Source: an optimization exercise on an open RTL-to-GDS flow (aim: small area and a short achievable clock period). Production flows keep margins and buffers that such runs may drop.

## blue
// tiny_irpwm
module tiny_irpwm (
    input  wire        clk,
    input  wire        rst,
    input  wire        pwm_tick,
    input  wire        ir_tick,
    input  wire        ir_in,
    input  wire        h_sel,
    input  wire        h_we,
    input  wire [7:0]  h_addr,
    input  wire [31:0] h_wdata,
    output reg  [31:0] h_rdata,
    output wire [3:0]  ch_pin,
    output reg         tick_evt
);
    localparam integer CAP = 100;
    localparam [1:0] S_IDLE  = 2'd0;
    localparam [1:0] S_MARK  = 2'd1;
    localparam [1:0] S_SPACE = 2'd2;
    localparam [1:0] S_STOP  = 2'd3;
    reg [31:0] pwm_ticks;         
    reg        pwm_halt;
    reg [7:0]  pwm_level0, pwm_level1, pwm_level2, pwm_level3;
    reg [3:0]  pwm_pin;
    reg [1:0]  ir_state;
    reg [15:0] ir_timer;
    reg [6:0]  ir_rawlen;         
    reg [15:0] ir_rawbuf [0:CAP-1];
    wire host_wr = h_sel & h_we;
    wire [31:0] ticks_inc = pwm_ticks + 32'd1;
    wire        flip      = &pwm_ticks[6:0];
    wire        ph_n      = ticks_inc[7];
    wire [7:0]  cnt_n     = {1'b0, ticks_inc[6:0]};
    reg  [3:0]  pin_tk;
    always @* begin
        if (pwm_halt) begin
            pin_tk = 4'b0000;
        end else begin
            if (flip)
                pin_tk = ph_n ? 4'b1010 : 4'b0101;
            else
                pin_tk = pwm_pin;
            if (!ph_n && cnt_n >= pwm_level0) pin_tk[0] = 1'b0;
            if ( ph_n && cnt_n >= pwm_level1) pin_tk[1] = 1'b0;
            if (!ph_n && cnt_n >= pwm_level2) pin_tk[2] = 1'b0;
            if ( ph_n && cnt_n >= pwm_level3) pin_tk[3] = 1'b0;
        end
    end
    wire [31:0] ticks_t = pwm_tick ? ticks_inc : pwm_ticks;
    wire [3:0]  pin_t   = pwm_tick ? pin_tk    : pwm_pin;
    wire        tmax = &ir_timer;
    wire [15:0] t1   = tmax ? ir_timer : ir_timer + 16'd1;
    wire        lt100 = (ir_timer < 16'd99);      
    wire        gt100 = (ir_timer >= 16'd100);    
    wire        full  = (ir_rawlen == 7'd99);     
    wire        mark  = ~ir_in;
  ...
make LEC_CHECK=0 CAP_MARGIN=20 CORE_MARGIN=2 CORE_UTILIZATION=40 CTS_BUF_LIST=sky130_fd_sc_hd__clkbuf_8 CTS_CLUSTER_DIAMETER=50 CTS_CLUSTER_SIZE=18 SETUP_SLACK_MARGIN=3.8 SLEW_MARGIN=20 SYNTH_HIERARCHICAL=1 SYNTH_MINIMUM_KEEP_SIZE=0 finish   # period 8.5 ns
run.sh (not shown) runs the stock make flow with config.mk's settings and CLKGATE_MAP_FILE= SYNTH_SCRIPT=/design/flow/synth_recipe.tcl, a recipe that flattens the netlist after the stock synthesis.
blue finished all stages; the layout is clean.
## Diff of input files: green against blue
-- flow/design.v --
<<< blue, line 54
    wire        full  = (ir_rawlen == 7'd99);     
    wire        mark  = ~ir_in;
    reg         rec;
    reg  [1:0]  state_t;
>>> green, line 54
    wire        full  = (ir_rawlen == 7'd99);     
    wire        mark  = ~ir_in;
    wire        rec_m = (ir_state == S_IDLE && !lt100) || ir_state == S_SPACE;   
    wire        rec_s = (ir_state == S_MARK);                                    
    reg         rec;
    reg  [1:0]  state_t;
<<< blue, line 139
        end
        for (gi = 0; gi < 7; gi = gi + 1) begin : g_preh
            irp_nand4 u_dh (.a(a[7]),
                            .b(gi & 1 ? a[4] : a_n[4]),
                            .c(gi & 2 ? a[5] : a_n[5]),
                            .d(gi & 4 ? a[6] : a_n[6]),
                            .y(dh_n[gi]));
        end
>>> green, line 141
        end
        for (gi = 0; gi < 7; gi = gi + 1) begin : g_preh
            irp_nand3 u_dh (.a(gi & 1 ? a[4] : a_n[4]),
                            .b(gi & 2 ? a[5] : a_n[5]),
                            .c(gi & 4 ? a[6] : a_n[6]),
                            .y(dh_n[gi]));
        end
<<< blue, line 160
    wire        byp = a[7] && rec && (ir_rawlen == a[6:0]);
    wire [15:0] rd_oth;
    wire [15:0] rd_lo;
    generate
>>> green, line 161
    wire        byp = a[7] && rec && (ir_rawlen == a[6:0]);
    wire [15:0] rd_oth;
    wire        len_eq = (ir_rawlen == a[6:0]);
    wire        rd_use;
    irp_use u_use (.a7(a[7]), .tick(ir_tick), .s(ir_in),
                   .bs(len_eq & rec_s), .bm(len_eq & rec_m), .y(rd_use));
    wire [15:0] rd_lo;
    generate
<<< blue, line 167
            wire [3:0]  v;
            for (gi = 0; gi < 12; gi = gi + 1) begin : g_u
                irp_ao8m u_u (
                    .s(sel[8*gi+7:8*gi]),
                    .d({ir_rawbuf[8*gi+7][gb], ir_rawbuf[8*gi+6][gb],
>>> green, line 172
            wire [3:0]  v;
            for (gi = 0; gi < 12; gi = gi + 1) begin : g_u
                irp_ao8 u_u (
                    .s(sel[8*gi+7:8*gi]),
                    .d({ir_rawbuf[8*gi+7][gb], ir_rawbuf[8*gi+6][gb],
<<< blue, line 173
                        ir_rawbuf[8*gi+3][gb], ir_rawbuf[8*gi+2][gb],
                        ir_rawbuf[8*gi+1][gb], ir_rawbuf[8*gi][gb]}),
                    .m(byp),
                    .y(u[gi]));
            end
>>> green, line 178
                        ir_rawbuf[8*gi+3][gb], ir_rawbuf[8*gi+2][gb],
                        ir_rawbuf[8*gi+1][gb], ir_rawbuf[8*gi][gb]}),
                    .y(u[gi]));
            end
<<< blue, line 180
            irp_aoi22 u_t49 (.a1(sel[98]), .a2(ir_rawbuf[98][gb]),
                             .b1(sel[99]), .b2(ir_rawbuf[99][gb]), .y(t[49]));
            irp_aoi21 u_u12 (.a1(t[48]), .a2(t[49]), .b1(byp), .y(u[12]));
            irp_nor4 u_v0 (.a(u[0]), .b(u[1]),  .c(u[2]),  .d(u[3]),  .y(v[0]));
            irp_nor4 u_v1 (.a(u[4]), .b(u[5]),  .c(u[6]),  .d(u[7]),  .y(v[1]));
            irp_nor3 u_v2 (.a(u[8]), .b(u[9]),  .c(u[10]), .y(v[2]));
            irp_nor3 u_v3 (.a(u[11]), .b(u[12]), .c(rd_oth[gb]), .y(v[3]));
            irp_nand4 u_w (.a(v[0]), .b(v[1]), .c(v[2]), .d(v[3]), .y(rd_lo[gb]));
        end
>>> green, line 184
            irp_aoi22 u_t49 (.a1(sel[98]), .a2(ir_rawbuf[98][gb]),
                             .b1(sel[99]), .b2(ir_rawbuf[99][gb]), .y(t[49]));
            irp_nand2 u_u12 (.a(t[48]), .b(t[49]), .y(u[12]));
            irp_oai41 u_v0 (.a1(u[0]), .a2(u[1]),  .a3(u[2]),  .a4(u[3]),  .b1(rd_use), .y(v[0]));
            irp_oai41 u_v1 (.a1(u[4]), .a2(u[5]),  .a3(u[6]),  .a4(u[7]),  .b1(rd_use), .y(v[1]));
            irp_oai41 u_v2 (.a1(u[8]), .a2(u[9]),  .a3(u[10]), .a4(u[11]), .b1(rd_use), .y(v[2]));
            irp_aoi21 u_v3 (.a1(u[12]), .a2(rd_use), .b1(rd_oth[gb]), .y(v[3]));
            irp_nand4 u_w (.a(v[0]), .b(v[1]), .c(v[2]), .d(v[3]), .y(rd_lo[gb]));
        end
<<< blue, line 212
    assign ch_pin = pwm_pin;
endmodule
module irp_ao8m (input wire [7:0] s, input wire [7:0] d, input wire m, output wire y);
    assign y = (|(s & d)) & ~m;
endmodule
module irp_aoi21 (input wire a1, input wire a2, input wire b1, output wire y);
>>> green, line 216
    assign ch_pin = pwm_pin;
endmodule
module irp_ao8 (input wire [7:0] s, input wire [7:0] d, output wire y);
    assign y = |(s & d);
endmodule
module irp_use (input wire a7, input wire tick, input wire s, input wire bs,
                input wire bm, output wire y);
    assign y = a7 & ~(tick & (s ? bs : bm));
endmodule
module irp_oai41 (input wire a1, input wire a2, input wire a3, input wire a4,
                  input wire b1, output wire y);
    assign y = ~((a1 | a2 | a3 | a4) & b1);
endmodule
module irp_aoi21 (input wire a1, input wire a2, input wire b1, output wire y);
<<< blue, line 231
    assign y = ~(a & b);
endmodule
module irp_nand4 (input wire a, input wire b, input wire c, input wire d, output wire y);
    assign y = ~(a & b & c & d);
>>> green, line 243
    assign y = ~(a & b);
endmodule
module irp_nand3 (input wire a, input wire b, input wire c, output wire y);
    assign y = ~(a & b & c);
endmodule
module irp_nand4 (input wire a, input wire b, input wire c, input wire d, output wire y);
    assign y = ~(a & b & c & d);
==> run summary <==
- green finished every step from synthesis to the final layout, and the layout passed the timing, design-rule and antenna checks.
- The higher complex-gate fraction of the synthesized area came out of blue.
- blue -> green: routability congestion estimate increased by a few percent
- Looking at final worst clock skew across both flows, green is the stronger of the two, with blue trailing.
- green does worse than blue on clock period minus final worst setup slack.
- [green vs blue] tightest hold margin: lower in green
- green has less setup slack than blue.
- Diff blue -> green | global routing met1 resource utilization | decrease of 1.4 points
- Against blue, green comes in about 0.6% higher on power.
- The higher worst setup slack for register-to-register paths of blue and green is in green.
- Die area (lower): green
- Summary: first-pass GRT wire length, green better than blue
- Higher multi-input logic portion of the cell area goes to blue over green.
Function was not checked in any run of this note: the RTL went through the layout flow alone.

port drivers added, routing unchanged:
Ports are ideal in the flow. The routed layouts listed here were re-timed in OpenROAD.
Step 1, drivers: a clkbuf_16 drives clk and a buf_2 each remaining input, both assumed.
Step 2, shift: input delay + t, output delay - t, t = (earliest + latest rising clock arrival at the registers) / 2. This alone moves slack from input paths to output paths.
Slacks: no drivers / after step 1 / after step 2; pairs: no drivers / after step 1.
run	t (ns)	setup WS [ns]	hold slack, ns	worst register clock-pin slew, ns
blue	0.992	2.240 / 2.113 / 2.113	0.519 / 0.519 / 0.519	0.11 / 0.11
green	0.984	2.179 / 2.072 / 2.072	0.473 / 0.473 / 0.473	0.11 / 0.11
After both steps every run listed still meets setup and hold. The setup slack of blue, which loses most, moves by -0.127 ns with the drivers and by -0.127 ns with both steps.
